Background: an optimization exercise with open tools, aiming at small area, a short achievable clock period and few clock cycles per item. Do not read the settings as production practice.
At most, simulation tests tie the RTL to the original design; equivalence was not proved.
The RTL of runs 1 to 3 was laid out without a check of its function.
No activity file was given, so power comes from the tool's default toggle rates.

`design/flow/config.mk`:
```
export PLATFORM = sky130hd
export DESIGN_NAME = wkcore
export DESIGN_NICKNAME = wkcore
export VERILOG_FILES = /design/flow/design.v
export SDC_FILE = /design/flow/constraint.sdc
export NUM_CORES = 4
export LEC_CHECK = 0
export CAP_MARGIN = 20
export CORE_MARGIN = 2
export CORE_UTILIZATION = 40
export SLEW_MARGIN = 20
```
`design/flow/constraint.sdc`:
```
create_clock -name core_clock -period 11.0 [get_ports {clk}]
set_input_delay 2.2000 -clock core_clock [delete_from_list [all_inputs] [get_ports {clk}]]
set_output_delay 2.2000 -clock core_clock [all_outputs]
set_load 0.01 [all_outputs]
```
`design/flow/design.v`:
```
module wk_hash_rom (
  input  wire [7:0] key,
  output wire [3:0] slot
);
  localparam [1023:0] TABLE =
      1024'h73b2b0cff8f67cd4c5923a73fe2bf64b94a09b3ee6efeaa1bc092b6f5fde62ee35ca23d30532ee80e7cc1b23f1b8174ca709484c71a2948ea7a890b79aff8da1af13a2428185736ed550288ca6b0fc5f9990a5436d7b9d8efd59b181cc5840e44cbd47c406d76751d36bdd652f25978c44e918369b22dd161d103073656a0150;
  assign slot = TABLE[{key, 2'b00} +: 4];
endmodule
module wk_dict (
  input  wire        clk,
  input  wire        init,      
  input  wire        upd,       
  input  wire [15:0] sel,       
  input  wire [31:0] word,
  output reg         eq_hi,
  output reg         eq_lo
);
  reg [31:0] dict [0:15];
  reg [15:0] valid;
  reg [31:0] entry;
  integer j;
  always @(*) begin
    entry = 32'd0;
    for (j = 0; j < 16; j = j + 1)
      entry = entry | (dict[j] & {32{sel[j]}});
  end
  wire v = |(valid & sel);
  integer k;
  always @(posedge clk) begin
    eq_hi <= v ? (word[31:10] == entry[31:10]) : (word[31:10] == 22'd0);
    eq_lo <= v ? (word[9:0] == entry[9:0]) : (word[9:0] == 10'd1);
    for (k = 0; k < 16; k = k + 1)
      if (upd && sel[k])
        dict[k] <= word;
    if (init)
      valid <= 16'd0;
    else if (upd)
      valid <= valid | sel;
  end
endmodule
module wkcore (
  input  wire        clk,
  input  wire        rst,
  input  wire        start,
  input  wire        ack,
  input  wire [31:0] page_words,
  input  wire [31:0] dst_cap_words,
  output wire        busy,
  output wire        done,
  output wire [1:0]  err,
  output wire [31:0] length,
  output wire [9:0]  pg_addr,
  output wire        pg_re,
  input  wire [31:0] pg_rdata,
  output reg  [10:0] dst_addr,
  output reg  [31:0] dst_wdata,
  output reg         dst_we
);
  reg        busy_r, done_r;
  reg [1:0]  err_r;
  reg [10:0] len_r;
  assign busy   = busy_r;
  assign done   = done_r;
  assign err    = err_r;
  assign length = {21'd0, len_r};
  reg pw_lo, pw_hi, cap_hi, cap_lo;
  always @(posedge clk) begin
    pw_lo  <= (page_words[15:0] == 16'd1024);
    pw_hi  <= (page_words[31:16] == 16'd0);
    cap_hi <= |dst_cap_words[31:11];
    cap_lo <= (dst_cap_words[10:0] >= 11'd1562);
  end
  wire pw_ok  = pw_lo & pw_hi;
  wire cap_ok = cap_hi | cap_lo;
  wire accept = start & ~busy_r;
  reg  c1;                        
  wire bad    = c1 & ~(pw_ok & cap_ok);
  reg        rd_on;
  reg [10:0] rd_cnt;
  assign pg_re   = rd_on;
  assign pg_addr = rd_cnt[9:0];
  reg        rdv, va, vb, vc;
  reg [31:0] w_a, w_b, w_c;
  reg [3:0]  s_b, s_c;
  reg [15:0] oh_b;
  reg        z_b, z_c, nzv_b;
  wire [3:0] s_a;
  wk_hash_rom u_rom (.key(w_a[17:10]), .slot(s_a));
  always @(posedge clk) begin
    w_a  <= pg_rdata;
    w_b  <= w_a;
    s_b  <= s_a;
    oh_b <= 16'd1 << s_a;
    z_b  <= (w_a == 32'd0);
    nzv_b <= va & (w_a != 32'd0);
    w_c  <= w_b;
    s_c  <= s_b;
    z_c  <= z_b;
  end
  reg  [10:0] ci;                 
  reg         fin;                
  wire        p2   = ci[10];
  wire        last = (ci[9:0] == 10'd1023);
  wire eq_hi, eq_lo;
  reg  dinit;
  always @(posedge clk)
    dinit <= accept | (vc & ~p2 & (ci[9:0] == 10'd1021));
  wk_dict u_dict (
    .clk   (clk),
    .init  (dinit),
    .upd   (nzv_b),
    .sel   (oh_b),
    .word  (w_b),
    .eq_hi (eq_hi),
    .eq_lo (eq_lo)
  );
  wire       nz   = vc & ~z_c;
  wire       qsym = nz & eq_hi;               
  wire       lsym = nz & eq_hi & ~eq_lo;      
  wire       miss = nz & ~eq_hi;              
  wire [1:0] tag  = {~z_c & (~eq_hi | eq_lo), ~z_c & eq_hi};
  reg [10:0] fptr;      
  reg [7:0]  qw;        
  reg [2:0]  q_mod;     
  reg [1:0]  l_mod;     
  reg [10:0] lptr;      
  reg [6:0]  tptr;      
  reg [31:0] qacc;
  reg [19:0] lacc;
  reg [31:4] tacc;      
  reg [3:0]  t01;       
  reg [3:0]  tp01;      
  reg        qpend, tpend, h3w;
  wire       pass1 = vc & ~p2;
  wire       padq  = fin & (q_mod != 3'd0);
  wire       padl  = fin & (l_mod != 2'd0);
  wire       q_in  = (p2 & qsym) | padq;
  wire       l_in  = (p2 & lsym) | padl;
  wire [3:0] q_sym = fin ? 4'd0  : s_c;
  wire [9:0] l_sym = fin ? 10'd0 : w_c[9:0];
  reg        q7, l2;                            
  wire       lc    = l_in & l2;                 
  wire       qc    = q_in & q7;                 
  wire       tc    = vc & p2 & (ci[3:0] == 4'd15);
  wire       hdr1  = vc & p2 & (ci[9:0] == 10'd0);
  wire       hdr2  = vc & p2 & (ci[9:0] == 10'd1);
  wire       idle_f = fin & ~padq & ~padl & ~qpend & ~tpend;
  wire wr_f  = pass1 & miss;
  wire wr_l  = ~pass1 & lc;
  wire wr_qp = ~pass1 & ~lc & qpend;
  wire wr_q  = ~pass1 & ~lc & ~qpend & qc;
  wire wr_t  = ~pass1 & ~lc & ~qpend & ~qc & tpend;
  wire wr_h1 = ~pass1 & ~lc & ~qpend & ~qc & ~tpend & hdr1;
  wire wr_h2 = ~pass1 & ~lc & ~qpend & ~qc & ~tpend & hdr2;
  wire wr_h3 = idle_f & ~h3w;
  wire finish = idle_f & h3w;
  always @(posedge clk) begin
    if (rst) begin
      busy_r <= 1'b0;
      done_r <= 1'b0;
      err_r  <= 2'd0;
      len_r  <= 11'd0;
      c1     <= 1'b0;
      rd_on  <= 1'b0;
      rd_cnt <= 11'd0;
      rdv    <= 1'b0;
      va     <= 1'b0;
      vb     <= 1'b0;
      vc     <= 1'b0;
      dst_we <= 1'b0;
      fin    <= 1'b0;
      qpend  <= 1'b0;
      tpend  <= 1'b0;
    end else begin
      c1 <= accept;
      if (accept) begin
        busy_r <= 1'b1;
        done_r <= 1'b0;
        err_r  <= 2'd0;
        len_r  <= 11'd0;
        rd_on  <= 1'b1;
      end else if (bad) begin
        busy_r <= 1'b0;
        done_r <= 1'b1;
        err_r  <= pw_ok ? 2'd2 : 2'd1;
        rd_on  <= 1'b0;
      end else if (finish) begin
        busy_r <= 1'b0;
        done_r <= 1'b1;
        len_r  <= lptr;
      end else if (done_r & ack) begin
        done_r <= 1'b0;
        err_r  <= 2'd0;
      end else if (rd_on & (rd_cnt == 11'd2047)) begin
        rd_on  <= 1'b0;
      end
      if (bad)
        rd_cnt <= 11'd0;
      else if (rd_on)
        rd_cnt <= rd_cnt + 11'd1;
      rdv <= rd_on & ~bad;
      va  <= rdv;
      vb  <= va;
      vc  <= vb;
      dst_we <= wr_f | wr_l | wr_qp | wr_q | wr_t | wr_h1 | wr_h2 | wr_h3;
      if (c1) begin
        fin   <= 1'b0;
        qpend <= 1'b0;
        tpend <= 1'b0;
      end else begin
        if (vc & p2 & last)
          fin <= 1'b1;
        else if (finish)
          fin <= 1'b0;
        if (wr_l & qc)
          qpend <= 1'b1;
        else if (wr_qp)
          qpend <= 1'b0;
        if (tc)
          tpend <= 1'b1;
        else if (wr_t)
          tpend <= 1'b0;
      end
    end
  end
  wire [2:0] q_mod_n = c1 ? 3'd0 :
                       pass1 ? (last ? 3'd0 : q_mod + {2'd0, qsym}) :
                       q_mod + {2'd0, q_in};
  wire [1:0] l_mod_n = (c1 | (~pass1 & l_in & l2)) ? 2'd0 :
                       l_mod + {1'b0, ~pass1 & l_in};
  always @(posedge clk) begin
    q_mod <= q_mod_n;
    l_mod <= l_mod_n;
    q7 <= (q_mod_n == 3'd7);
    l2 <= (l_mod_n == 2'd2);
  end
  always @(posedge clk) begin
    if (c1) begin
      ci    <= 11'd0;
      fptr  <= 11'd68;
      qw    <= 8'd0;
      tptr  <= 7'd4;
      h3w   <= 1'b0;
    end else begin
      if (vc)
        ci <= ci + 11'd1;
      if (pass1) begin
        if (qsym & (q_mod == 3'd0))
          qw <= qw + 8'd1;
      end else begin
        if (q_in)
          qacc[4*q_mod +: 4] <= q_sym;
        if (l_in & ~l2) begin
          if (l_mod[0])
            lacc[19:10] <= l_sym;
          else
            lacc[9:0] <= l_sym;
        end
      end
      if (vc & p2) begin
        if (ci[3:1] == 3'd0)
          t01[2*ci[0] +: 2] <= tag;
        else
          tacc[2*ci[3:0] +: 2] <= tag;
      end
      if (tc)
        tp01 <= t01;
      if (hdr1)
        lptr <= fptr + {3'd0, qw};
      if (wr_f | wr_qp | wr_q)
        fptr <= fptr + 11'd1;
      if (wr_l)
        lptr <= lptr + 11'd1;
      if (wr_t)
        tptr <= tptr + 7'd1;
      if (wr_h3)
        h3w <= 1'b1;
    end
    if (pass1) begin
      dst_addr  <= fptr;
      dst_wdata <= w_c;
    end else if (lc) begin
      dst_addr  <= lptr;
      dst_wdata <= {2'b00, l_sym, lacc[19:0]};
    end else if (qpend | qc) begin
      dst_addr  <= fptr;
      dst_wdata <= {qpend ? qacc[31:28] : q_sym, qacc[27:0]};
    end else if (tpend) begin
      dst_addr  <= {4'd0, tptr};
      dst_wdata <= {tacc[31:4], tp01};
    end else begin
      dst_addr  <= hdr1 ? 11'd1 : hdr2 ? 11'd2 : 11'd3;
      dst_wdata <= {21'd0, hdr1 ? fptr : lptr};
    end
  end
endmodule
```
`design/flow/flow/run.sh`:
```
#!/bin/bash
# Layout flow: the standard flow (standard.sh), with changes in how
# the layout is made:
#  - the port buffers are buf_2 cells instead of the cell buffer_ports picks;
#  - timing repair after CTS and global routing aims for more setup slack;
#  - the clock tree uses clkbuf_8 cells and larger clusters.
# The constraints (constraint.sdc, clock period) are used unchanged.
set -o pipefail
bash standard.sh \
  "BUFFER_PORTS_ARGS=-buffer_cell sky130_fd_sc_hd__buf_2" \
  SETUP_SLACK_MARGIN=8.5 \
  CTS_BUF_LIST=sky130_fd_sc_hd__clkbuf_8 \
  CTS_CLUSTER_SIZE=30 \
  finish > standard.log 2>&1
```
`design/flow/standard.sh`:
```
#!/bin/bash
# synth_recipe.tcl (not shown) runs the flow's synth.tcl, then flattens the netlist and writes it again
# the make line also repeats each setting of config.mk as NAME=value (left out here)
make -C /OpenROAD-flow-scripts/flow DESIGN_CONFIG=/design/flow/config.mk WORK_HOME=/design/flow/orfs CLKGATE_MAP_FILE= SYNTH_SCRIPT=/design/flow/synth_recipe.tcl "${@:-finish}"
```
==> flow_summary_export.csv, run 1 <==
group,metric,value,unit
run_status,status,"complete, no violations",
timing,relSlewSlack,0.3230,
routing,routed_wirelength,106500,um
placed_design,dpl.hpwl,58190,um
layout,drive_above_1_share,0.2928,
layout,post-route-util,0.4978,
yosys,ys_seq_area_frac,0.6811,
setup_path,reg2reg_to,"tacc[31]",
routing,ant_nets,0,
floorplanning,rows,108,
setup_path,cp_cell_sequence,"buf_6",
timing,final_max_slew_viol_count,0,
clocking,cts_num_sinks,881,
global_routing,grt-ovfl-total,0,
clocking,path_clk_slew,0.06,ns
power_and_ir_drop,p_leak,0.01562,uW
timing,achievable-frequency,289.5,MHz
layout,nets,3048,
routing,first_pass_iters,6,
setup_path,cp.buffers_inverters,1,
clocking,cts_made_buffers,144,
routing,vias,24191,
global_routing,first_global_vias,23598,
global_routing,grtUsageTotal,0.2294,
setup_path,reg2reg_depth,14,
placed_design,portBuffers,168,
power_and_ir_drop,p_sw_frac,0.2490,
setup_path,slowest_stage,"dfxtp_4",
yosys,syn_area_per_cell,13.57,um^2
global_routing,grt_max_degree,67,
yosys,synth_cells,2570,
clocking,htree_levels,4,
timing,setup_viol,0,
routing,drt-initial-drc-count,2726,
yosys,synth_top_family_by_area,"compound AO/OA/AOI/OAI gates",
yosys,synth_edf_count,611,
power_and_ir_drop,vdd_ir_drop_max,0.1187,mV
placed_design,gp_congestion,0.9128,
setup_path,cp_max_fo,1,
timing,fin_tns_setup,0,ns
clocking,insertion_delay,0.80,ns
power_and_ir_drop,pwr-share-clk,0.401,
setup_path,crit_path_end_kind,"output port",
timing,finClkSkew,0.04054,ns
min_path,worstHoldEndpoint,"s_c[1]",
yosys,ys_ff_latch,881,
floorplanning,initial_utilization,0.4026,
floorplanning,core,0.08662,mm^2
timing,hold_violations,0,
global_routing,grt_pass1_wl,152900,um
yosys,yosys-top-cells-count,"edfxtp_1 (611), dfxtp_1 (270), nor2_1 (165), nand2_1 (162), a22o_1 (128)",
run,drv_cap,0,
yosys,yosys.area.top_type,"edfxtp_1",
setup_path,cp-start-kind,"flop",
yosys,ys_types,80,
setup_path,critPathKind,"flop to output port",
setup_path,worstPathArrival,1.25,ns
yosys,synth_xor_area_frac,0.02110,
setup_path,r2r_setup_slack,7.65,ns
min_path,worstHoldStart,"s_b[1]",
routing,avgRoutedWirePerCell,25.44,um
min_path,holdCritPathClass,"flop to flop",
power_and_ir_drop,combPwrFrac,0.088,
floorplanning,die_area,0.08956,mm^2
power_and_ir_drop,p_per_area,165.0,mW/mm^2
routing,drc_errors,0,
global_routing,antenna_found_initial,3,
power_and_ir_drop,switchingPower,1771,uW
routing,avgViaCountPerCell,5.780,
power_and_ir_drop,seq_power_share,0.511,
yosys,yosys.cell_count.top_type,"edfxtp_1",
min_path,hold_depth,0,
yosys,synthAdderAreaFrac,0.01636,
clocking,cts_buffer_depth,3,
timing,rsz0062_at_grt,"yes",
timing,period_share,0.3141,
floorplanning,die_y,299.3,um
clocking,cts_tree,"built",
layout,syn_to_final_growth,23.64,%
setup_path,max_stage_delay,0.36,ns
clocking,clockRootBuffer,"clkbuf_8",
yosys,synthFlopType,"edfxtp_1",
setup_path,rr_startpoint,"ci[1]",
yosys,synth.mux.area_fraction,0.02906,
setup_path,cp_data_required_time,8.80,ns
yosys,netlist_top_cells_area,"edfxtp_1 (53%), dfxtp_1 (15%), a22o_1 (3.2%), a221oi_1 (2.9%), nor2_1 (1.8%)",
timing,fin_crit,3.455,ns
setup_path,critical_path.top_delay_family,"flip-flops",
yosys,synthArstFlopShare,0,
yosys,yosys.area_share.simple,0.09734,
yosys,ys_warn_count,3,
floorplanning,die_w,299.3,um
timing,tightest_slew,1.012,ns
yosys,synth_compound_area_frac,0.1238,
yosys,syn_area,0.03487,mm^2
yosys,synth_top_area_share,0.5261,
floorplanning,io_pins,191,
power_and_ir_drop,intPower,5343,uW
clocking,cts_hold_buf,0,
[worst max-delay path by stage]
stage          cells past startpoint           end         startpoint  slack, ns
6_report                           1  dst_wdata[8]       dst_wdata[8]       7.55
5_1_grt                            1  dst_wdata[8]       dst_wdata[8]       7.50
4_1_cts                            1  dst_wdata[8]       dst_wdata[8]       7.47
3_5_place_dp                      11      tacc[31]              ci[0]       7.05
3_3_place_gp                      11      tacc[30]              ci[0]       7.11
2_1_floorplan                      2        cap_hi  dst_cap_words[14]       7.73
[flip-flops by register name (all words and copies together) (netlist names), 20 cells and up, named ones only]
signal       flops
tacc            28
lacc            20
w_c             32
qacc            32
w_b             32
w_a             32
u_dict.dict    512
dst_wdata       32
[layout by cell type, fill, tap and decap left out, types with 16 or more instances in the layout]
cell and n:
dfxtp_2 72, buf_6 96, dfxtp_1 178, buf_2 99, edfxtp_1 611, a22oi_1 41, a222oi_1 16, mux2i_1 44
a22o_1 127, a21oi_1 77, clkinv_1 21, and2_2 16, ha_1 30, conb_1 21, and3_1 21, xnor2_1 38
nand3_1 31, buf_12 22, nor2_1 151, xor2_1 45, buf_4 124, nor2b_1 28, a221oi_1 100, nand4_1 57
o21ai_0 65, dfxtp_4 20, inv_1 82, nand2_1 147, clkbuf_8 171, nor4_1 27, nor3_1 17
[logic make-up (layout without fill, tap and decap cells)]
group	after synthesis	in the layout
xor gates and xnor gates	84	84
AOI/OAI and AO/OA	574	574
muxes	83	83
and+or+nand+nor	667	668
DFF	881	881
other	1	25
adders and majority gates	45	45
buffers and inverters	235	670
[timing repair]
item | 4_1_cts | 5_1_grt
gates resized for setup | 287 | 98
pin swaps | 41 | 35
setup endpoints to repair | 259 | 201
endpoints found under the hold margin | 0 | 0
setup buffers | 77 | 30
gates cloned | 8 | 2
[metrics by stage]
step | setup WS, ns | hold slack (ns) | cell area (um^2) | cells | power (uW)
5_1_grt | 7.496 | 0.3322 | 43110 | 4182 | 7345
3_5_place_dp | 7.051 | 0.3135 | 37250 | 3795 | 4210
6_report | 7.545 | 0.3233 | 43120 | 4185 | 7114
3_3_place_gp | 7.110 | 0.3145 | 37250 | 3795 | 4200
2_1_floorplan | 7.725 | 0.3096 | 35420 | 2590 | 4020
4_1_cts | 7.467 | 0.3217 | 42410 | 4149 | 7122
[routing by layer]
layer | vias to the layer above | global-route usage | part of all wire
li1 | 10602 | - | -
met1 | 12142 | 0.3073 | 0.41
met2 | 1227 | 0.3731 | 0.47
met3 | 220 | 0.04059 | 0.087
met4 | 0 | 0.08714 | 0.030
met5 | - | 0 | 0
[worst reg2reg max path: cells and delay by family (launching register included)]
kind,cells,cell delay (ns)
adder cells (fa/ha/maj),2,0.39
buffers and inverters,3,0.41
flip-flops,1,0.37
XOR/XNOR,1,0.21
multiplexers,1,0.33
AND/OR/NAND/NOR,7,1.39
[power by group through the flow]
stage	logic [uW]	registers (uW)	clock network, uW
floorplan	338	3680	0
global placement	496	3700	0
detailed placement	503	3710	0
CTS	591	3630	2900
global route	661	3640	3040
finish	627	3640	2850
[cell type report]
| cell class | count | area (um^2) |
|---|---|---|
| fillers | 7370 | 43500 |
| flip-flops and latches | 881 | 23920 |
| multi-input cells | 1475 | 11330 |
| repair buffers | 353 | 3266 |
| clock buffers | 171 | 2354 |
| well taps | 1155 | 1445 |
| clock inverters | 98 | 570.5 |
| inverters | 48 | 220.2 |
| diodes | 4 | 10.01 |
==> run 2, diff against run 1 <==
--- a/design/flow/design.v
+++ b/design/flow/design.v
@@ -121,9 +121,7 @@
   wire [1:0] tag  = {~z_c & (~eq_hi | eq_lo), ~z_c & eq_hi};
   reg [10:0] fptr;      
-  reg [7:0]  qw;        
   reg [2:0]  q_mod;     
   reg [1:0]  l_mod;     
   reg [10:0] lptr;      
-  reg [6:0]  tptr;      
   reg [31:0] qacc;
   reg [19:0] lacc;
@@ -145,4 +143,5 @@
   wire       hdr1  = vc & p2 & (ci[9:0] == 10'd0);
   wire       hdr2  = vc & p2 & (ci[9:0] == 10'd1);
+  wire [6:0] t_addr = {~|ci[9:4], ci[9:4]} + 7'd3;
   wire       idle_f = fin & ~padq & ~padl & ~qpend & ~tpend;
   wire wr_f  = pass1 & miss;
@@ -239,6 +238,5 @@
       ci    <= 11'd0;
       fptr  <= 11'd68;
-      qw    <= 8'd0;
-      tptr  <= 7'd4;
+      lptr  <= 11'd68;
       h3w   <= 1'b0;
     end else begin
@@ -246,6 +244,6 @@
         ci <= ci + 11'd1;
       if (pass1) begin
-        if (qsym & (q_mod == 3'd0))
-          qw <= qw + 8'd1;
+        if (miss | (qsym & (q_mod == 3'd0)))
+          lptr <= lptr + 11'd1;
       end else begin
         if (q_in)
@@ -266,12 +264,8 @@
       if (tc)
         tp01 <= t01;
-      if (hdr1)
-        lptr <= fptr + {3'd0, qw};
       if (wr_f | wr_qp | wr_q)
         fptr <= fptr + 11'd1;
       if (wr_l)
         lptr <= lptr + 11'd1;
-      if (wr_t)
-        tptr <= tptr + 7'd1;
       if (wr_h3)
         h3w <= 1'b1;
@@ -287,5 +281,5 @@
       dst_wdata <= {qpend ? qacc[31:28] : q_sym, qacc[27:0]};
     end else if (tpend) begin
-      dst_addr  <= {4'd0, tptr};
+      dst_addr  <= {4'd0, t_addr};
       dst_wdata <= {tacc[31:4], tp01};
     end else begin
==> design/flow/flow/run.sh (replaced) <==
#!/bin/bash
# Layout flow: the standard flow (standard.sh), with changes in how
# the layout is made:
#  - the port buffers are buf_2 cells instead of the cell buffer_ports picks;
#  - timing repair after CTS and global routing aims for more setup slack.
# The constraints (constraint.sdc, clock period) are used unchanged.
set -o pipefail
bash standard.sh \
  "BUFFER_PORTS_ARGS=-buffer_cell sky130_fd_sc_hd__buf_2" \
  SETUP_SLACK_MARGIN=7.5 \
  finish > standard.log 2>&1
--- a/design/flow/config.mk
+++ b/design/flow/config.mk
@@ -8,4 +8,6 @@
 export CAP_MARGIN = 20
 export CORE_MARGIN = 2
-export CORE_UTILIZATION = 40
+export CORE_UTILIZATION = 65
+export CTS_CLUSTER_DIAMETER = 80
+export CTS_CLUSTER_SIZE = 30
 export SLEW_MARGIN = 20
==> flow_summary_export.csv, run 2 <==
group,metric,value,unit
layout,final_cell_mix,"edfxtp_1 (600), dfxtp_1 (245), nand2_1 (168), buf_2 (168), a22o_1 (140)",
yosys,ys_seq_area_frac,0.6892,
setup_path,cp-start-kind,"flop",
floorplanning,io_pins,191,
power_and_ir_drop,p_total,5763,uW
yosys,synthFlopType,"edfxtp_1",
setup_path,cp.buffers_inverters,3,
run,drv_cap,0,
placed_design,portBuffers,168,
routing,top_layer_used,"met4",
placed_design,gp_congestion,0.8725,
yosys,ys_warn_count,3,
yosys,syn_area,0.03387,mm^2
floorplanning,die_w,232.3,um
setup_path,max_stage_delay,0.44,ns
layout,nFillCells,3494,
layout,largest_reg_flops,512,
yosys,syn_area_per_cell,13.88,um^2
global_routing,antenna_found_initial,1,
layout,multi_input_area,0.009762,mm^2
global_routing,first_global_vias,21020,
timing,relSlewSlack,0.3102,
routing,first_pass_iters,7,
yosys,yosys-top-cells-count,"edfxtp_1 (600), dfxtp_1 (266), nand2_1 (168), a22o_1 (140)",
routing,routed_wirelength,89780,um
timing,fin_crit,3.466,ns
clocking,cts_num_sinks,866,
min_path,hold_depth,0,
setup_path,crit_path_end_kind,"flop",
clocking,cts_made_buffers,37,
run_status,status,"complete, no violations",
yosys,ys_types,97,
clocking,insertion_delay,0.62,ns
yosys,netlist_top_cells_area,"edfxtp_1 (53%), dfxtp_1 (16%), a22o_1 (3.6%), a221oi_1 (3.0%), nand2_1 (1.9%)",
layout,regMostFlops,"u_dict.dict",
routing,drt-initial-drc-count,3164,
yosys,yosys.cell_count.top_type,"edfxtp_1",
setup_path,crit_cells,13,
timing,fin_tns_setup,0,ns
layout,syn_to_final_growth,8.368,%
routing,avgViaCountPerCell,6.756,
yosys,synth_cells,2440,
yosys,synth_top_area_share,0.5320,
global_routing,grt_pass1_wl,130900,um
yosys,yosys.area.top_type,"edfxtp_1",
timing,final_max_slew_viol_count,0,
setup_path,critPathKind,"flop to flop",
global_routing,grt-ovfl-total,0,
global_routing,grt_max_degree,82,
timing,tightest_slew,1.035,ns
timing,period_share,0.3150,
layout,register_area,0.02337,mm^2
floorplanning,die_area,0.05395,mm^2
timing,finClkSkew,0.03584,ns
power_and_ir_drop,p_per_area,157.0,mW/mm^2
setup_path,cp_data_required_time,11.35,ns
power_and_ir_drop,p_leak,0.01289,uW
yosys,ys_ff_latch,866,
routing,met2_length,41900,um
routing,vias,22030,
layout,nets,2691,
placed_design,dpl.hpwl,51940,um
layout,final_common_cell,"edfxtp_1",
setup_path,cp_max_fo,6,
floorplanning,initial_utilization,0.6589,
timing,achievable-frequency,288.6,MHz
floorplanning,die_y,232.3,um
clocking,cts_tree,"built",
clocking,cts_hold_buf,0,
clocking,htree_levels,2,
clocking,clockRootBuffer,"clkbuf_16",
power_and_ir_drop,vdd_ir_drop_max,0.2044,mV
layout,drive_above_1_share,0.1566,
clocking,path_clk_slew,0.11,ns
floorplanning,rows,83,
setup_path,worstPathArrival,3.82,ns
setup_path,slowest_stage,"or4_1",
setup_path,cp_cell_sequence,"inv_2 > ha_4 > xnor2_4 > nand3_1 > inv_2 > ha_4 > nand4b_1 > or4_1 > a21o_1 > buf_4 > nor4_4 > nand3_1 > mux2_2",
routing,wirelength_met1,35870,um
routing,drc_errors,0,
yosys,synthArstFlopShare,0,
min_path,holdCritPathClass,"flop to flop",
routing,met3_length,9877,um
setup_path,critical_path.top_delay_family,"simple AND/OR/NAND/NOR gates",
global_routing,grtUsageTotal,0.3305,
floorplanning,core,0.05141,mm^2
timing,rsz0062_at_grt,"no",
routing,ant_nets,0,
routing,avgRoutedWirePerCell,27.53,um
timing,hold_violations,0,
setup_path,reg2reg_depth,13,
timing,setup_viol,0,
clocking,cts_buffer_depth,3,
yosys,synth_edf_count,600,
==> run 2: final cells by class <==
class,instances,area share
Clock inverter,10,0.004125
Timing Repair Buffer,233,0.03620
Sequential cell,866,0.6368
Clock buffer,57,0.02928
Antenna cell,2,0.0001364
Tap cell,680,0.02318
Multi-Input combinational cell,1372,0.2660
Inverter,41,0.004261
==> run 2: cell families after synthesis <==
family	share of synthesized area
AOI/OAI and AO/OA	0.1305
xor gates and xnor gates	0.01681
other	0.0001107
muxes	0.02623
adders and majority gates	0.01478
DFF	0.6892
buffers and inverters	0.03022
and+or+nand+nor	0.09214
==> run 2: layer usage <==
| layer | up-vias | track usage |
|---|---|---|
| li1 | 9643 | - |
| met1 | 10924 | 0.4805 |
| met2 | 1303 | 0.5168 |
| met3 | 160 | 0.06324 |
| met4 | 0 | 0.08594 |
| met5 | - | 0 |
==> run 2: what timing repair did <==
action | in CTS | in global routing
resized for setup | 24 | 14
pin swaps | 6 | 3
buffers inserted | 9 | 0
endpoints found under the setup margin | 50 | 48
==> run 2: report_power, final <==
| group | leakage [uW] | switching, uW | internal, uW | total, uW |
|---|---|---|---|---|
| logic | 0.00481 | 290 | 167 | 457 |
| registers | 0.00749 | 56.7 | 3510 | 3570 |
| clock network | 0.000589 | 1000 | 734 | 1730 |
| total | 0.0129 | 1350 | 4410 | 5760 |
==> run 2: final timing paths <==
kind              startpoint  endpoint  slack (ns)
setup / recovery       ci[1]   tacc[8]        7.53
hold / removal           z_b       z_c        0.34
setup reg to reg       ci[1]   tacc[8]        7.53
hold reg to reg          z_b       z_c        0.34
==> run 2: through the flow <==
| step | instances | setup WS [ns] | instance area, um^2 | utilization | hold WS [ns] |
|---|---|---|---|---|---|
| after floorplan | 2460 | 7.520 | 33940 | - | 0.3096 |
| after detailed placement | 3183 | 6.908 | 35240 | 0.6855 | 0.3233 |
| after CTS | 3259 | 7.445 | 36630 | 0.7126 | 0.3488 |
| after global routing | 3259 | 7.482 | 36700 | 0.7139 | 0.3546 |
| after global placement | 3183 | 7.084 | 35240 | 0.6855 | 0.3139 |
| final | 3261 | 7.534 | 36700 | 0.7140 | 0.3433 |
==> run 3, diff against run 2 <==
==> design/flow/flow/run.sh (replaced) <==
#!/bin/bash
# Layout flow: the standard flow (standard.sh), with changes in how
# the layout is made:
#  - the port buffers are buf_2 cells instead of the cell buffer_ports picks;
#  - timing repair after CTS and global routing aims for more setup slack;
#  - clock tree synthesis uses clusters of up to 25 sinks and no dummy loads.
# The constraints (constraint.sdc, clock period) are used unchanged.
set -o pipefail
bash standard.sh \
  "BUFFER_PORTS_ARGS=-buffer_cell sky130_fd_sc_hd__buf_2" \
  SETUP_SLACK_MARGIN=7.5 \
  "CTS_ARGS=-sink_clustering_enable -repair_clock_nets -dont_use_dummy_load -sink_clustering_size 25 -sink_clustering_max_diameter 80" \
  finish > standard.log 2>&1
--- a/design/flow/config.mk
+++ b/design/flow/config.mk
@@ -9,5 +9,3 @@
 export CORE_MARGIN = 2
 export CORE_UTILIZATION = 65
-export CTS_CLUSTER_DIAMETER = 80
-export CTS_CLUSTER_SIZE = 30
 export SLEW_MARGIN = 20
==> flow_summary_export.csv, run 3 <==
group,metric,value,unit
clocking,htree_levels,2,
run_status,status,"complete, no violations",
yosys,synth_top_area_share,0.5320,
layout,syn_to_final_growth,7.773,%
timing,hold_violations,0,
power_and_ir_drop,seq_power_share,0.629,
timing,setup_viol,0,
layout,largest_reg_flops,512,
power_and_ir_drop,intPower,4380,uW
routing,drc_errors,0,
power_and_ir_drop,pwr-share-clk,0.290,
yosys,ys_types,97,
power_and_ir_drop,switchingPower,1297,uW
clocking,cts_buffer_depth,3,
routing,vias,22131,
clocking,cts_tree,"built",
power_and_ir_drop,p_sw_frac,0.2284,
yosys,netlist_top_cells_area,"edfxtp_1 (53%), dfxtp_1 (16%), a22o_1 (3.6%), a221oi_1 (3.0%), nand2_1 (1.9%)",
placed_design,dpl.hpwl,51940,um
floorplanning,initial_utilization,0.6589,
run,drv_cap,0,
timing,achievable-frequency,292.3,MHz
clocking,cts_made_buffers,43,
placed_design,dpl-instance-area,0.03524,mm^2
global_routing,grtUsageTotal,0.3299,
layout,final_cell_mix,"edfxtp_1 (600), dfxtp_1 (245), nand2_1 (168), buf_2 (168), a22o_1 (140)",
layout,final_common_cell,"edfxtp_1",
routing,drt-initial-drc-count,3116,
placed_design,dpl.cell_count,3183,
layout,drive_above_1_share,0.1520,
setup_path,crit_path_end_kind,"flop",
min_path,holdCritPathClass,"flop to flop",
timing,final_max_slew_viol_count,0,
yosys,yosys.area.top_type,"edfxtp_1",
global_routing,grt_max_degree,82,
placed_design,portBuffers,168,
global_routing,grt-ovfl-total,0,
routing,routed_wirelength,89970,um
layout,layout.cells.non_filler,3234,
yosys,synth_edf_count,600,
timing,hold_slack,0.3171,ns
clocking,path_clk_slew,0.08,ns
timing,relSlewSlack,0.3192,
timing,tightest_slew,1.021,ns
layout,regMostFlops,"u_dict.dict",
placed_design,gp_congestion,0.8725,
floorplanning,core,0.05141,mm^2
power_and_ir_drop,p_per_area,155.5,mW/mm^2
floorplanning,die_y,232.3,um
yosys,syn_area,0.03387,mm^2
yosys,yosys-top-cells-count,"edfxtp_1 (600), dfxtp_1 (266), nand2_1 (168), a22o_1 (140)",
setup_path,cp-start-kind,"flop",
timing,fin_crit,3.422,ns
yosys,synthFlopType,"edfxtp_1",
power_and_ir_drop,p_leak,0.01281,uW
floorplanning,die_w,232.3,um
setup_path,worstPathArrival,3.76,ns
yosys,yosys.cell_count.top_type,"edfxtp_1",
power_and_ir_drop,vdd_ir_drop_max,0.1909,mV
floorplanning,die_area,0.05395,mm^2
floorplanning,rows,83,
yosys,ys_seq_area_frac,0.6892,
timing,rsz0062_at_grt,"no",
yosys,synthArstFlopShare,0,
timing,finClkSkew,0.06790,ns
global_routing,first_global_vias,21022,
floorplanning,io_pins,191,
power_and_ir_drop,p_total,5677,uW
global_routing,antenna_found_initial,1,
clocking,cts_num_sinks,866,
routing,ant_nets,0,
layout,nets,2694,
global_routing,grt_pass1_wl,130800,um
yosys,ys_ff_latch,866,
routing,first_pass_iters,9,
power_and_ir_drop,combPwrFrac,0.081,
setup_path,critPathKind,"flop to flop",
clocking,clockRootBuffer,"clkbuf_16",
yosys,ys_warn_count,3,
timing,fin_tns_setup,0,ns
yosys,synth_cells,2440,
setup_path,cp_data_required_time,11.34,ns
timing,period_share,0.3111,
routing,avgRoutedWirePerCell,27.82,um
routing,avgViaCountPerCell,6.843,
setup_path,cp_max_fo,9,
layout,final_area,0.03650,mm^2
yosys,syn_area_per_cell,13.88,um^2
clocking,insertion_delay,0.63,ns
-- run 3: cell counts after synthesis --
Identical to the previous run, type by type.
-- run 3: critical path, cell delays in order (launching register included) --
cell and delay, ns:
dfxtp_2 0.49, inv_1 0.19, ha_1 0.28, nand4_1 0.10, ha_1 0.24, nand4bb_1 0.17
or4_1 0.50, a21o_1 0.23, buf_4 0.17, nor4_4 0.22, nand3_1 0.23, mux2_2 0.36
-- run 3: power by group through the flow --
stage | sequential [uW] | combinational (uW) | clock (uW)
after global placement | 3640 | 435 | 0
after floorplan | 3620 | 299 | 0
after CTS | 3570 | 449 | 1660
after global routing | 3580 | 487 | 1770
after detailed placement | 3640 | 444 | 0
final | 3570 | 457 | 1650
-- run 3: path summary, 6_finish.rpt --
path              startpoint       to  slack (ns)  cells past startpoint
hold reg to reg       w_a[4]   w_b[4]        0.32                      0
setup / recovery       ci[0]  tacc[8]        7.58                     11
setup reg to reg       ci[0]  tacc[8]        7.58                     11
hold / removal        w_a[4]   w_b[4]        0.32                      0
-- run 3: kinds of logic (layout without fill, tap and decap cells) --
family	after synthesis	count (layout)	synth area share
buffers and inverters	222	314	0.03022
flip-flops	866	866	0.6892
XOR/XNOR	65	65	0.01681
adder cells (fa/ha/maj)	40	40	0.01478
AO/OA/AOI/OAI	567	567	0.1305
other	1	23	0.0001107
multiplexers	77	77	0.02623
AND/OR/NAND/NOR	602	602	0.09214
-- run 3: per-layer routing --
metal | part of all wire | vias to the layer above | wire length [um] | track usage
li1 | - | 9611 | - | -
met2 | 0.46 | 1290 | 41810 | 0.5119
met4 | 0.027 | 0 | 2449 | 0.09275
met1 | 0.40 | 11054 | 36110 | 0.4805
met3 | 0.11 | 176 | 9594 | 0.06324
met5 | 0 | - | 0 | 0
-- run 3: what timing repair did --
action / in CTS / in global routing
gates cloned: 0 / 0
gates resized for setup: 25 / 5
pin swaps: 4 / 3
setup buffers: 5 / 1
hold buffers: 0 / 0
endpoints found under the setup margin: 50 / 21
-- run 3: area by class of cell --
| cell class | count | area [um^2] |
|---|---|---|
| tap | 680 | 850.8 |
| antenna | 2 | 5.005 |
| inverter | 41 | 156.4 |
| clock buffer | 43 | 1076 |
| timing repair buffer | 230 | 1306 |
| multi-input combinational | 1372 | 9733 |
| sequential | 866 | 23370 |
| fill | 3496 | 14900 |
-- run 3: stage by stage --
step	utilization	setup slack [ns]
finish	0.7101	7.578
global route	0.7100	7.503
floorplan	-	7.520
CTS	0.7093	7.522
detailed placement	0.6855	6.908
global placement	0.6855	7.084
==> run 4, diff against run 3 <==
--- a/design/flow/design.v
+++ b/design/flow/design.v
@@ -223,4 +223,5 @@
     end
   end
+  integer i;
   wire [2:0] q_mod_n = c1 ? 3'd0 :
                        pass1 ? (last ? 3'd0 : q_mod + {2'd0, qsym}) :
@@ -247,6 +248,7 @@
           lptr <= lptr + 11'd1;
       end else begin
-        if (q_in)
-          qacc[4*q_mod +: 4] <= q_sym;
+        for (i = 0; i < 8; i = i + 1)
+          if (q_in && q_mod == i[2:0])
+            qacc[4*i +: 4] <= q_sym;
         if (l_in & ~l2) begin
           if (l_mod[0])
@@ -256,10 +258,10 @@
         end
       end
-      if (vc & p2) begin
-        if (ci[3:1] == 3'd0)
-          t01[2*ci[0] +: 2] <= tag;
-        else
-          tacc[2*ci[3:0] +: 2] <= tag;
-      end
+      for (i = 0; i < 2; i = i + 1)
+        if (vc && p2 && ci[3:0] == i[3:0])
+          t01[2*i +: 2] <= tag;
+      for (i = 2; i < 16; i = i + 1)
+        if (vc && p2 && ci[3:0] == i[3:0])
+          tacc[2*i +: 2] <= tag;
       if (tc)
         tp01 <= t01;
--- a/design/flow/flow/run.sh
+++ b/design/flow/flow/run.sh
@@ -9,5 +9,5 @@
 bash standard.sh \
   "BUFFER_PORTS_ARGS=-buffer_cell sky130_fd_sc_hd__buf_2" \
-  SETUP_SLACK_MARGIN=7.5 \
+  SETUP_SLACK_MARGIN=8.1 \
   "CTS_ARGS=-sink_clustering_enable -repair_clock_nets -dont_use_dummy_load -sink_clustering_size 25 -sink_clustering_max_diameter 80" \
   finish > standard.log 2>&1
==> flow_summary_export.csv, run 4 <==
group,metric,value,unit
routing,drt-initial-drc-count,2738,
timing,tightest_slew,1.096,ns
global_routing,grtUsageMet3,0.04507,
power_and_ir_drop,pwr-share-clk,0.282,
setup_path,worstPathArrival,1.08,ns
run_status,status,"complete, no violations",
timing,period_share,0.2978,
floorplanning,rows,82,
setup_path,crit_path_end_kind,"output port",
clocking,cts_tree,"built",
min_path,hold_depth,0,
timing,fin_crit,3.276,ns
routing,vias,21233,
floorplanning,die_w,229.3,um
floorplanning,die_y,229.3,um
setup_path,cp-start-kind,"flop",
layout,final_common_cell,"edfxtp_1",
clocking,cts_hold_buf,0,
placed_design,portBuffers,168,
setup_path,critPathKind,"flop to output port",
layout,post-route-util,0.7216,
power_and_ir_drop,intPower,4370,uW
run,drv_cap,0,
yosys,synth_cells,2300,
global_routing,top_usage_layer,"met2",
power_and_ir_drop,vdd_ir_drop_max,0.1120,mV
yosys,ys_warn_count,3,
yosys,syn_area_per_cell,14.34,um^2
clocking,cts_num_sinks,866,
global_routing,grt_pass1_wl,129200,um
global_routing,grt-ovfl-total,0,
timing,final_max_slew_viol_count,0,
floorplanning,io_pins,191,
clocking,path_clk_slew,0.10,ns
yosys,yosys.area_share.simple,0.08641,
setup_path,reg2reg_to,"oh_b[3]",
power_and_ir_drop,combPwrFrac,0.085,
routing,avgViaCountPerCell,6.808,
layout,final_cell_mix,"edfxtp_1 (600), dfxtp_1 (191), nor2_1 (128), a22o_1 (124), a221oi_1 (117)",
timing,rsz0062_at_grt,"yes",
power_and_ir_drop,p_per_area,155.7,mW/mm^2
setup_path,max_stage_delay,0.37,ns
routing,ant_nets,0,
layout,drive_above_1_share,0.1930,
floorplanning,core,0.05017,mm^2
yosys,synth_edf_count,600,
timing,setup_viol,0,
yosys,synth_top_area_share,0.5462,
yosys,yosys.cell_count.top_type,"edfxtp_1",
global_routing,use_met2,0.5640,
setup_path,cp.buffers_inverters,1,
timing,fin_tns_setup,0,ns
min_path,holdCritPathClass,"flop to flop",
yosys,ys_seq_area_frac,0.7077,
global_routing,grtUsageMet1,0.4382,
setup_path,cp_cell_sequence,"buf_6",
yosys,synthArstFlopShare,0,
timing,hold_violations,0,
layout,syn_to_final_growth,9.756,%
setup_path,rr_startpoint,"w_a[11]",
global_routing,first_global_vias,20875,
routing,first_pass_iters,9,
layout,regMostFlops,"u_dict.dict",
yosys,synthFlopType,"edfxtp_1",
timing,achievable-frequency,305.3,MHz
yosys,synth_xor_area_frac,0.01646,
placed_design,gp_congestion,0.8985,
clocking,cts_buffer_depth,3,
layout,nets,2571,
yosys,yosys-top-cells-count,"edfxtp_1 (600), dfxtp_1 (266), nor2_1 (132), a22o_1 (124), a221oi_1 (117)",
routing,drc_errors,0,
global_routing,grt_max_degree,77,
global_routing,antenna_found_initial,1,
clocking,clockRootBuffer,"clkbuf_16",
yosys,synth_top_family_by_area,"compound AO/OA/AOI/OAI gates",
clocking,cts_made_buffers,41,
yosys,ys_ff_latch,866,
min_path,worstHoldEndpoint,"s_c[0]",
setup_path,r2r_setup_slack,8.13,ns
layout,largest_reg_flops,512,
min_path,worstHoldStart,"s_b[0]",
power_and_ir_drop,p_sw_frac,0.2247,
power_and_ir_drop,seq_power_share,0.633,
setup_path,reg2reg_depth,9,
power_and_ir_drop,p_leak,0.01241,uW
placed_design,dpl.hpwl,50020,um
setup_path,startpoint,"rd_cnt[2]",
yosys,netlist_top_cells_area,"edfxtp_1 (55%), dfxtp_1 (16%), a22o_1 (3.3%), a221oi_1 (3.1%), nor2_1 (1.5%)",
floorplanning,initial_utilization,0.6575,
timing,finClkSkew,0.06916,ns
yosys,ys_types,95,
clocking,insertion_delay,0.61,ns
yosys,synth.mux.area_fraction,0.01343,
global_routing,grtUsageTotal,0.3334,
power_and_ir_drop,p_total,5636,uW
yosys,synthAdderAreaFrac,0.009028,
setup_path,critical_path.top_delay_family,"flip-flops",
setup_path,slowest_stage,"dfxtp_4",
routing,avgRoutedWirePerCell,28.44,um
timing,relSlewSlack,0.2668,
clocking,htree_levels,2,
routing,routed_wirelength,88690,um
yosys,yosys.area.top_type,"edfxtp_1",
setup_path,cp_data_required_time,8.80,ns
yosys,synth_compound_area_frac,0.1330,
power_and_ir_drop,switchingPower,1267,uW
yosys,syn_area,0.03299,mm^2
floorplanning,die_area,0.05256,mm^2
setup_path,cp_max_fo,4,
==> run 4: cell count changes after synthesis, sizes merged, moves of 16 or more <==
cell / previous run / this run
a21oi: 57 / 82
a22o: 140 / 124
buf: 85 / 125
clkbuf: 96 / 56
ha: 40 / 23
mux2: 24 / 4
mux2i: 46 / 24
nand2: 169 / 116
o21ai: 94 / 52
==> run 4: metal layers <==
| layer | vias up | wire, um |
|---|---|---|
| met3 | 259 | 8362 |
| met5 | - | 0 |
| met2 | 1290 | 43600 |
| met1 | 10504 | 32630 |
| met4 | 0 | 4101 |
| li1 | 9180 | - |
==> run 4: repair_timing <==
item,CTS,global route
buffers inserted,19,22
gates resized for setup,107,57
setup endpoints to repair,117,122
gates cloned,0,2
pin swaps,2,9
==> run 4: worst max-delay path by stage <==
stage / endpoint / slack, ns / cells after the start
global route: pg_addr[2] / 7.69 / 1
CTS: pg_addr[2] / 7.70 / 1
finish: pg_addr[2] / 7.72 / 1
global placement: oh_b[15] / 7.44 / 10
detailed placement: oh_b[15] / 7.44 / 10
floorplan: cap_hi / 7.73 / 2
==> run 4: area by class of cell <==
cell class / instances / area [um^2]
clock buffers: 41 / 1026
repair buffers: 265 / 1959
inverters: 29 / 121.4
multi-input cells: 1245 / 8800
well taps: 672 / 840.8
flip-flops and latches: 866 / 23450
diodes: 1 / 2.502
fillers: 3267 / 13970
==> run 4: cell families after synthesis <==
logic type	count (synthesis)
flip-flops	866
adder cells (fa/ha/maj)	24
AND/OR/NAND/NOR	545
multiplexers	35
AO/OA/AOI/OAI	557
buffers and inverters	210
other	1
XOR/XNOR	62
==> run 4: metrics by stage <==
step                      hold WS [ns]  setup WS, ns  cell area [um^2]  instances
after floorplan                 0.3096         7.725             33090       2320
after global placement          0.3142         7.436             34200       3034
after detailed placement        0.3132         7.445             34200       3034
after CTS                       0.3081         7.702             35770       3094
after global routing            0.3141         7.692             36200       3118
final                           0.3036         7.724             36200       3119
==> run 4: power by group through the flow <==
| stage | Sequential (uW) | Combinational [uW] | Clock [uW] |
|---|---|---|---|
| finish | 3570 | 478 | 1590 |
| floorplan | 3620 | 304 | 0 |
| CTS | 3570 | 457 | 1610 |
| global route | 3570 | 507 | 1720 |
| detailed placement | 3640 | 444 | 0 |
| global placement | 3640 | 437 | 0 |
Testbench counts of run 4, summed over its fixed seeds: cycles 65,908, items 32.
==> run 5, diff against run 4 <==
--- a/design/flow/flow/run.sh
+++ b/design/flow/flow/run.sh
@@ -9,5 +9,5 @@
 bash standard.sh \
   "BUFFER_PORTS_ARGS=-buffer_cell sky130_fd_sc_hd__buf_2" \
-  SETUP_SLACK_MARGIN=8.1 \
+  SETUP_SLACK_MARGIN=7.5 \
   "CTS_ARGS=-sink_clustering_enable -repair_clock_nets -dont_use_dummy_load -sink_clustering_size 25 -sink_clustering_max_diameter 80" \
   finish > standard.log 2>&1
==> flow_summary_export.csv, run 5 <==
group,metric,value,unit
run_status,status,"complete, no violations",
routing,routed_wirelength,85500,um
clocking,htree_levels,2,
global_routing,grt-ovfl-total,0,
floorplanning,io_pins,191,
routing,avgRoutedWirePerCell,27.82,um
yosys,synth_cells,2300,
setup_path,critPathKind,"flop to output port",
setup_path,crit_cells,1,
timing,period_share,0.3083,
setup_path,critical_path.top_delay_family,"flip-flops",
yosys,netlist_top_cells_area,"edfxtp_1 (55%), dfxtp_1 (16%), a22o_1 (3.3%), a221oi_1 (3.1%), nor2_1 (1.5%)",
power_and_ir_drop,vdd_ir_drop_max,0.1161,mV
yosys,synthArstFlopShare,0,
run,drv_cap,0,
floorplanning,initial_utilization,0.6575,
min_path,hold_depth,0,
setup_path,reg2reg_depth,8,
timing,rsz0062_at_grt,"no",
clocking,cts_made_buffers,40,
timing,achievable-frequency,294.9,MHz
floorplanning,die_area,0.05256,mm^2
setup_path,crit_path_end_kind,"output port",
placed_design,gp_congestion,0.8829,
yosys,synth_edf_count,600,
routing,drt-initial-drc-count,2580,
timing,finClkSkew,0.04295,ns
yosys,ys_seq_area_frac,0.7077,
yosys,yosys.area.top_type,"edfxtp_1",
yosys,syn_area_per_cell,14.34,um^2
routing,avgViaCountPerCell,6.702,
layout,syn_to_final_growth,6.756,%
routing,ant_nets,0,
global_routing,first_global_vias,19899,
yosys,ys_warn_count,3,
layout,drive_above_1_share,0.1454,
setup_path,cp-start-kind,"flop",
power_and_ir_drop,p_total,5588,uW
timing,fin_crit,3.391,ns
floorplanning,die_w,229.3,um
setup_path,cp_data_required_time,8.80,ns
clocking,clockRootBuffer,"clkbuf_16",
timing,hold_violations,0,
yosys,ys_ff_latch,866,
placed_design,portBuffers,168,
power_and_ir_drop,p_per_area,158.7,mW/mm^2
global_routing,grt_pass1_wl,124800,um
routing,vias,20594,
layout,largest_reg_flops,512,
min_path,holdCritPathClass,"flop to flop",
timing,setup_viol,0,
yosys,synthFlopType,"edfxtp_1",
yosys,yosys.cell_count.top_type,"edfxtp_1",
power_and_ir_drop,p_leak,0.01209,uW
timing,relSlewSlack,0.2279,
yosys,syn_area,0.03299,mm^2
yosys,ys_types,95,
floorplanning,rows,82,
timing,final_max_slew_viol_count,0,
layout,final_common_cell,"edfxtp_1",
setup_path,cp.buffers_inverters,1,
routing,first_pass_iters,8,
timing,tightest_slew,1.158,ns
global_routing,antenna_found_initial,3,
timing,fin_tns_setup,0,ns
clocking,cts_hold_buf,0,
setup_path,cp_cell_sequence,"buf_2",
yosys,synth_top_area_share,0.5462,
yosys,yosys-top-cells-count,"edfxtp_1 (600), dfxtp_1 (266), nor2_1 (132), a22o_1 (124), a221oi_1 (117)",
clocking,path_clk_slew,0.09,ns
setup_path,cp_max_fo,6,
layout,regMostFlops,"u_dict.dict",
placed_design,dpl.hpwl,49200,um
clocking,cts_buffer_depth,3,
setup_path,slowest_stage,"dfxtp_1",
global_routing,grtUsageTotal,0.3224,
global_routing,grt_max_degree,77,
layout,nFillCells,3395,
floorplanning,die_y,229.3,um
routing,drc_errors,0,
layout,num_antenna_cells,0,
setup_path,max_stage_delay,0.44,ns
floorplanning,core,0.05017,mm^2
setup_path,worstPathArrival,1.19,ns
clocking,insertion_delay,0.60,ns
clocking,cts_num_sinks,866,
clocking,cts_tree,"built",
layout,final_cell_mix,"edfxtp_1 (600), dfxtp_1 (245), buf_2 (168), nor2_1 (132), a22o_1 (124)",
layout,nets,2526,
run 5: logic make-up after synthesis:
kind of cell,after synthesis,synth area share
mux,35,0.01343
buf+inv,210,0.03391
fa+ha+maj,24,0.009028
simple gates,545,0.08641
other cells,1,0.0001137
xor+xnor,62,0.01646
flops,866,0.7077
compound gates,557,0.1330
run 5: worst paths after layout:
path         slack [ns]  startpoint      endpoint
max reg2reg        7.68     oh_b[9]  u_dict.eq_lo
min                0.33      s_b[1]        s_c[1]
min reg2reg        0.33      s_b[1]        s_c[1]
max                7.61   rd_cnt[5]    pg_addr[5]
run 5: power breakdown:
group          internal (uW)  switching (uW)
combinational            165             280
clock                    654             918
sequential              3520            52.5
run 5: final cells by class:
type                    count  area (um^2)  area share
multi-input cells        1244         8642      0.2454
flip-flops and latches    866        23370      0.6636
clock buffers              40         1001     0.02843
inverters                  29        115.1    0.003269
repair buffers            222         1246     0.03539
well taps                 672        840.8     0.02388
run 5: through the flow:
step	util	hold slack [ns]	area, um^2	setup slack (ns)	cells
6_report	0.7019	0.3296	35210	7.609	3073
3_5_place_dp	0.6814	0.3178	34190	7.275	3031
5_1_grt	0.7019	0.3406	35210	7.562	3073
3_3_place_gp	0.6813	0.3110	34180	7.272	3031
4_1_cts	0.7014	0.3325	35190	7.536	3071
2_1_floorplan	-	0.3096	33060	7.725	2320
run 5: per-layer routing:
layer  up-vias  track usage  share of wire
li1       9075            -              -
met1     10234       0.4258           0.38
met2      1126       0.5572           0.50
met3       159      0.04283          0.090
met4         0       0.1061          0.032
met5         -            0              0
run 5: repair_timing:
action | CTS | global route
gates resized for setup | 1 | 4
pin swaps | 0 | 0
setup endpoints to repair | 17 | 19
hold endpoints to repair | 0 | 0
setup buffers | 0 | 2
==> run 6, diff against run 5 <==
--- a/design/flow/flow/run.sh
+++ b/design/flow/flow/run.sh
@@ -9,5 +9,5 @@
 bash standard.sh \
   "BUFFER_PORTS_ARGS=-buffer_cell sky130_fd_sc_hd__buf_2" \
-  SETUP_SLACK_MARGIN=7.5 \
+  SETUP_SLACK_MARGIN=7.8 \
   "CTS_ARGS=-sink_clustering_enable -repair_clock_nets -dont_use_dummy_load -sink_clustering_size 25 -sink_clustering_max_diameter 80" \
   finish > standard.log 2>&1
--- a/design/flow/config.mk
+++ b/design/flow/config.mk
@@ -8,4 +8,4 @@
 export CAP_MARGIN = 20
 export CORE_MARGIN = 2
-export CORE_UTILIZATION = 65
+export CORE_UTILIZATION = 80
 export SLEW_MARGIN = 20
==> flow_summary_export.csv, run 6 <==
group,metric,value,unit
global_routing,grtUsageTotal,0.4388,
yosys,synth_cells,2300,
clocking,cts_num_sinks,866,
floorplanning,io_pins,191,
layout,largest_reg_flops,512,
min_path,worstHoldStart,"w_a[9]",
clocking,cts_made_buffers,41,
timing,achievable-frequency,303.4,MHz
yosys,ys_types,95,
routing,first_pass_iters,9,
routing,top_layer_used,"met5",
setup_path,reg2reg_depth,7,
setup_path,startpoint,"dst_wdata[22]",
clocking,htree_levels,2,
yosys,yosys-top-cells-count,"edfxtp_1 (600), dfxtp_1 (266), nor2_1 (132), a22o_1 (124), a221oi_1 (117)",
routing,avgViaCountPerCell,7.746,
layout,final_common_cell,"edfxtp_1",
global_routing,antenna_found_initial,1,
power_and_ir_drop,p_leak,0.01233,uW
routing,wirelength_met1,29440,um
setup_path,cp_cell_sequence,"buf_6",
layout,regMostFlops,"u_dict.dict",
setup_path,critPathKind,"flop to output port",
floorplanning,core,0.04074,mm^2
clocking,cts_hold_buf,0,
routing,vias,22959,
yosys,synthArstFlopShare,0,
routing,drc_errors,0,
placed_design,portBuffers,168,
setup_path,cp_max_fo,1,
clocking,insertion_delay,0.60,ns
placed_design,gp_congestion,0.9034,
timing,hold_slack,0.2916,ns
clocking,cts_buffer_depth,3,
yosys,netlist_top_cells_area,"edfxtp_1 (55%), dfxtp_1 (16%), a22o_1 (3.3%), a221oi_1 (3.1%), nor2_1 (1.5%)",
power_and_ir_drop,p_per_area,158.9,mW/mm^2
floorplanning,rows,74,
setup_path,cp.buffers_inverters,1,
yosys,syn_area_per_cell,14.34,um^2
timing,tightest_slew,1.171,ns
floorplanning,die_area,0.04287,mm^2
timing,finClkSkew,0.07102,ns
clocking,cts_tree,"built",
setup_path,worstPathArrival,1.10,ns
power_and_ir_drop,vdd_ir_drop_max,0.1376,mV
global_routing,grt-ovfl-total,0,
layout,syn_to_final_growth,8.349,%
yosys,ys_warn_count,3,
layout,final_cell_mix,"edfxtp_1 (600), dfxtp_1 (202), nor2_1 (132), a22o_1 (124), a221oi_1 (117)",
yosys,synth_top_area_share,0.5462,
routing,met3_length,14100,um
setup_path,crit_path_end_kind,"output port",
timing,fin_tns_setup,0,ns
timing,fin_crit,3.296,ns
yosys,ys_ff_latch,866,
layout,nFillCells,1610,
routing,ant_nets,0,
clocking,clockRootBuffer,"clkbuf_16",
yosys,ys_seq_area_frac,0.7077,
floorplanning,initial_utilization,0.8097,
run,drv_cap,0,
setup_path,cp_data_required_time,8.80,ns
setup_path,crit_cells,1,
layout,nets,2556,
floorplanning,die_y,207.1,um
min_path,hold_depth,0,
min_path,holdCritPathClass,"flop to flop",
layout,register_area,0.02344,mm^2
timing,rsz0062_at_grt,"yes",
routing,drt-initial-drc-count,4649,
layout,multi_input_area,0.008653,mm^2
global_routing,grt_max_degree,77,
routing,routed_wirelength,96670,um
routing,met2_length,46070,um
setup_path,max_stage_delay,0.38,ns
routing,avgRoutedWirePerCell,32.62,um
run_status,status,"complete, no violations",
yosys,yosys.cell_count.top_type,"edfxtp_1",
timing,hold_violations,0,
timing,period_share,0.2996,
setup_path,slowest_stage,"dfxtp_4",
layout,drive_above_1_share,0.1736,
global_routing,first_global_vias,22815,
yosys,synthFlopType,"edfxtp_1",
global_routing,grt_pass1_wl,139600,um
setup_path,rr_startpoint,"oh_b[7]",
placed_design,dpl.hpwl,51440,um
timing,relSlewSlack,0.2086,
yosys,synth_edf_count,600,
clocking,path_clk_slew,0.10,ns
yosys,yosys.area.top_type,"edfxtp_1",
yosys,syn_area,0.03299,mm^2
timing,final_max_slew_viol_count,0,
setup_path,cp-start-kind,"flop",
timing,setup_viol,0,
floorplanning,die_w,207.1,um
setup_path,critical_path.top_delay_family,"flip-flops",
==> run 6: changes by cell type in the layout (fill, tap and decap cells not counted), moves of 4 or more <==
cell	previous run	this run
buf_2	168	108
buf_6	0	60
dfxtp_1	245	202
dfxtp_2	21	58
buf_4	54	83
dfxtp_4	0	6
and2_2	16	12
and2_4	0	4
==> run 6: final timing paths <==
kind	endpoint	slack [ns]
worst min-delay path	w_b[9]	0.29
worst max register to register	u_dict.eq_lo	7.84
worst min register to register	w_b[9]	0.29
worst max-delay path	dst_wdata[22]	7.70
==> run 6: repair_timing <==
action                     CTS  global route
buffers inserted            16             9
pin swaps                    0             1
setup endpoints to repair   91            89
resized for setup          112            27
==> run 6: logic make-up (layout without fill, tap and decap cells) <==
logic type	count (synthesis)	after routing	synth area share
AO/OA/AOI/OAI	557	557	0.1330
XOR/XNOR	62	62	0.01646
adder cells (fa/ha/maj)	24	24	0.009028
buffers and inverters	210	321	0.03391
flip-flops	866	866	0.7077
multiplexers	35	35	0.01343
other	1	22	0.0001137
AND/OR/NAND/NOR	545	545	0.08641
==> run 6: area by class of cell <==
class | instances | area share
sequential | 866 | 0.6558
multi-input combinational | 1244 | 0.2421
timing repair buffer | 251 | 0.05146
clock buffer | 41 | 0.02871
tap | 532 | 0.01862
inverter | 29 | 0.003221
antenna | 1 | 0.00007002
==> run 6: report_power, final <==
| group | switching [uW] | internal, uW |
|---|---|---|
| Sequential | 47.8 | 3520 |
| Clock | 949 | 670 |
| Combinational | 320 | 174 |
==> run 6: per-layer routing <==
metal	track usage	vias to the layer above
met4	0.2704	2
met2	0.7145	2448
met1	0.5363	10832
met5	0	-
met3	0.1052	533
li1	-	9144
==> run 6: metrics by stage <==
stage / cell area (um^2) / utilization / setup WS [ns] / cells / power, uW
after detailed placement: 34020 / 0.8351 / 7.165 / 2897 / 4085
after global placement: 34020 / 0.8351 / 7.284 / 2897 / 4062
after floorplan: 33060 / - / 7.725 / 2320 / 3926
after CTS: 35560 / 0.8728 / 7.710 / 2954 / 5621
final: 35740 / 0.8773 / 7.704 / 2964 / 5678
after global routing: 35740 / 0.8772 / 7.693 / 2963 / 5777
==> run 7, diff against run 6 <==
--- a/design/flow/config.mk
+++ b/design/flow/config.mk
@@ -8,4 +8,4 @@
 export CAP_MARGIN = 20
 export CORE_MARGIN = 2
-export CORE_UTILIZATION = 80
+export CORE_UTILIZATION = 65
 export SLEW_MARGIN = 20
==> flow_summary_export.csv, run 7 <==
group,metric,value,unit
run_status,status,"complete, no violations",
timing,finClkSkew,0.04051,ns
global_routing,grt_pass1_wl,125800,um
global_routing,antenna_found_initial,3,
setup_path,crit_path_end_kind,"output port",
routing,drt-initial-drc-count,2635,
timing,rsz0062_at_grt,"yes",
power_and_ir_drop,intPower,4341,uW
routing,routed_wirelength,86270,um
layout,final_area,0.03581,mm^2
yosys,yosys-top-cells-count,"edfxtp_1 (600), dfxtp_1 (266), nor2_1 (132), a22o_1 (124), a221oi_1 (117)",
clocking,cts_tree,"built",
yosys,synthArstFlopShare,0,
layout,nets,2542,
floorplanning,rows,82,
min_path,holdCritPathClass,"flop to flop",
setup_path,r2r_setup_slack,7.90,ns
clocking,clockRootBuffer,"clkbuf_16",
clocking,cts_hold_buf,0,
setup_path,max_stage_delay,0.37,ns
yosys,synthFlopType,"edfxtp_1",
routing,drc_errors,0,
layout,layout.cells.non_filler,3092,
yosys,yosys.area.top_type,"edfxtp_1",
power_and_ir_drop,combPwrFrac,0.081,
routing,first_pass_iters,8,
setup_path,cp.buffers_inverters,1,
layout,final_common_cell,"edfxtp_1",
min_path,worstHoldStart,"s_b[1]",
layout,largest_reg_flops,512,
yosys,ys_seq_area_frac,0.7077,
setup_path,crit_cells,1,
yosys,synth_edf_count,600,
setup_path,cp-start-kind,"flop",
timing,achievable-frequency,306.3,MHz
global_routing,grt-ovfl-total,0,
layout,regMostFlops,"u_dict.dict",
power_and_ir_drop,vdd_ir_drop_max,0.1162,mV
timing,period_share,0.2968,
global_routing,grt_max_degree,77,
placed_design,dpl-instance-area,0.03419,mm^2
placed_design,portBuffers,168,
layout,drive_above_1_share,0.1742,
timing,fin_tns_setup,0,ns
routing,avgViaCountPerCell,6.711,
power_and_ir_drop,p_leak,0.01225,uW
routing,avgRoutedWirePerCell,27.90,um
min_path,worstHoldEndpoint,"s_c[1]",
power_and_ir_drop,p_per_area,156.3,mW/mm^2
setup_path,cp_cell_sequence,"buf_6",
routing,ant_nets,0,
setup_path,worstPathArrival,1.06,ns
clocking,path_clk_slew,0.09,ns
clocking,htree_levels,2,
global_routing,grtUsageTotal,0.3250,
setup_path,critical_path.top_delay_family,"flip-flops",
floorplanning,die_w,229.3,um
yosys,syn_area,0.03299,mm^2
timing,tightest_slew,1.124,ns
timing,relSlewSlack,0.2401,
floorplanning,core,0.05017,mm^2
clocking,insertion_delay,0.60,ns
placed_design,gp_congestion,0.8829,
min_path,hold_depth,0,
yosys,synth_cells,2300,
yosys,syn_area_per_cell,14.34,um^2
timing,setup_viol,0,
setup_path,critPathKind,"flop to output port",
timing,final_max_slew_viol_count,0,
power_and_ir_drop,switchingPower,1255,uW
setup_path,cp_data_required_time,8.80,ns
floorplanning,io_pins,191,
timing,hold_slack,0.3293,ns
setup_path,rr_startpoint,"oh_b[1]",
clocking,cts_buffer_depth,3,
yosys,ys_warn_count,3,
yosys,netlist_top_cells_area,"edfxtp_1 (55%), dfxtp_1 (16%), a22o_1 (3.3%), a221oi_1 (3.1%), nor2_1 (1.5%)",
power_and_ir_drop,p_sw_frac,0.2243,
yosys,ys_ff_latch,866,
setup_path,cp_max_fo,1,
yosys,synth_top_area_share,0.5462,
yosys,yosys.cell_count.top_type,"edfxtp_1",
power_and_ir_drop,seq_power_share,0.638,
floorplanning,die_y,229.3,um
clocking,cts_made_buffers,40,
layout,nFillCells,3314,
timing,fin_crit,3.264,ns
floorplanning,initial_utilization,0.6575,
clocking,cts_num_sinks,866,
placed_design,dpl.hpwl,49200,um
placed_design,dpl.cell_count,3031,
setup_path,slowest_stage,"dfxtp_4",
setup_path,reg2reg_to,"u_dict.eq_lo",
layout,syn_to_final_growth,8.557,%
global_routing,first_global_vias,20088,
power_and_ir_drop,pwr-share-clk,0.282,
layout,final_cell_mix,"edfxtp_1 (600), dfxtp_1 (190), nor2_1 (132), a22o_1 (124), a221oi_1 (117)",
run,drv_cap,0,
setup_path,reg2reg_depth,8,
routing,vias,20749,
timing,hold_violations,0,
floorplanning,die_area,0.05256,mm^2
yosys,ys_types,95,
run 7: per-layer routing:
| layer | vias to the layer above | share of wire | GRT usage |
|---|---|---|---|
| li1 | 9114 | - | - |
| met1 | 10306 | 0.38 | 0.4270 |
| met2 | 1174 | 0.50 | 0.5644 |
| met3 | 155 | 0.091 | 0.04345 |
| met4 | 0 | 0.032 | 0.1051 |
| met5 | - | 0 | 0 |
run 7: cells by family after synthesis:
group,after synthesis,share of synthesized area
flip-flops,866,0.7077
AND/OR/NAND/NOR,545,0.08641
other,1,0.0001137
multiplexers,35,0.01343
adder cells (fa/ha/maj),24,0.009028
buffers and inverters,210,0.03391
XOR/XNOR,62,0.01646
AO/OA/AOI/OAI,557,0.1330
run 7: power by group through the flow:
stage	Combinational, uW	Sequential (uW)	Clock [uW]
after global placement	431	3640	0
final	451	3570	1580
after floorplan	303	3620	0
after detailed placement	437	3640	0
after CTS	447	3570	1580
after global routing	482	3570	1690
run 7: area by class of cell:
cell class	count	area [um^2]	share of cell area
Multi-Input combinational cell	1244	8655	0.2417
Tap cell	672	840.8	0.02348
Sequential cell	866	23460	0.6552
Timing Repair Buffer	238	1729	0.04829
Inverter	29	115.1	0.003215
Clock buffer	40	1001	0.02795
Antenna cell	3	7.507	0.0002097
run 7: worst max path at each step:
stage	startpoint	end	slack [ns]
global route	len_r[1]	length[1]	7.70
CTS	len_r[1]	length[1]	7.70
detailed placement	w_a[10]	oh_b[7]	7.27
global placement	w_a[10]	oh_b[7]	7.27
finish	dst_wdata[23]	dst_wdata[23]	7.74
floorplan	dst_cap_words[14]	cap_hi	7.73
run 7: stage by stage:
stage	utilization	power, uW	setup WS, ns
finish	0.7137	5596	7.736
global route	0.7136	5746	7.698
CTS	0.7101	5597	7.703
detailed placement	0.6814	4080	7.275
global placement	0.6813	4072	7.272
floorplan	-	3926	7.725
run 7: what timing repair did:
| item | CTS | global route |
|---|---|---|
| resized for setup | 96 | 32 |
| endpoints found under the setup margin | 101 | 87 |
| buffers inserted | 12 | 5 |
| pin swaps | 0 | 0 |

## afterwards: timing with drivers on the ports
The flow's constraints put no driver on any port. The routed layouts listed below were extracted and timed again, unchanged, in two steps.
Step 1: set_driving_cell puts a clkbuf_16 on clk and a buf_2 on each other input, an assumption about the parent block.
Step 2 also shifts input and output timing later by t, the mid clock arrival at the registers, as if the neighbouring blocks saw the same clock.
a / b / c = ideal ports / drivers / drivers and shift; a / b = the first two.
run | t (ns) | setup slack, ns | hold WS [ns] | worst setup path after step 2 | slew at the worst register clock pin (ns)
run 1 | 0.851 | 7.545 / 7.478 / 7.565 | 0.323 / 0.323 / 0.323 | input to register | 0.07 / 0.07
run 2 | 0.657 | 7.534 / 7.534 / 7.520 | 0.343 / 0.343 / 0.343 | input to register | 0.12 / 0.12
run 3 | 0.655 | 7.578 / 7.544 / 7.520 | 0.317 / 0.317 / 0.317 | input to register | 0.10 / 0.10
run 4 | 0.637 | 7.724 / 7.664 / 7.626 | 0.304 / 0.304 / 0.304 | input to register | 0.10 / 0.10
run 5 | 0.637 | 7.609 / 7.550 / 7.594 | 0.330 / 0.330 / 0.330 | input to register | 0.10 / 0.10
run 6 | 0.631 | 7.704 / 7.645 / 7.621 | 0.292 / 0.292 / 0.292 | input to register | 0.10 / 0.10
run 7 | 0.639 | 7.736 / 7.675 / 7.591 | 0.329 / 0.329 / 0.329 | input to register | 0.10 / 0.10
After both steps setup and hold are still met in every run listed. The setup slack of run 7, which loses most, moves by -0.061 ns with the drivers and by -0.145 ns with both steps.
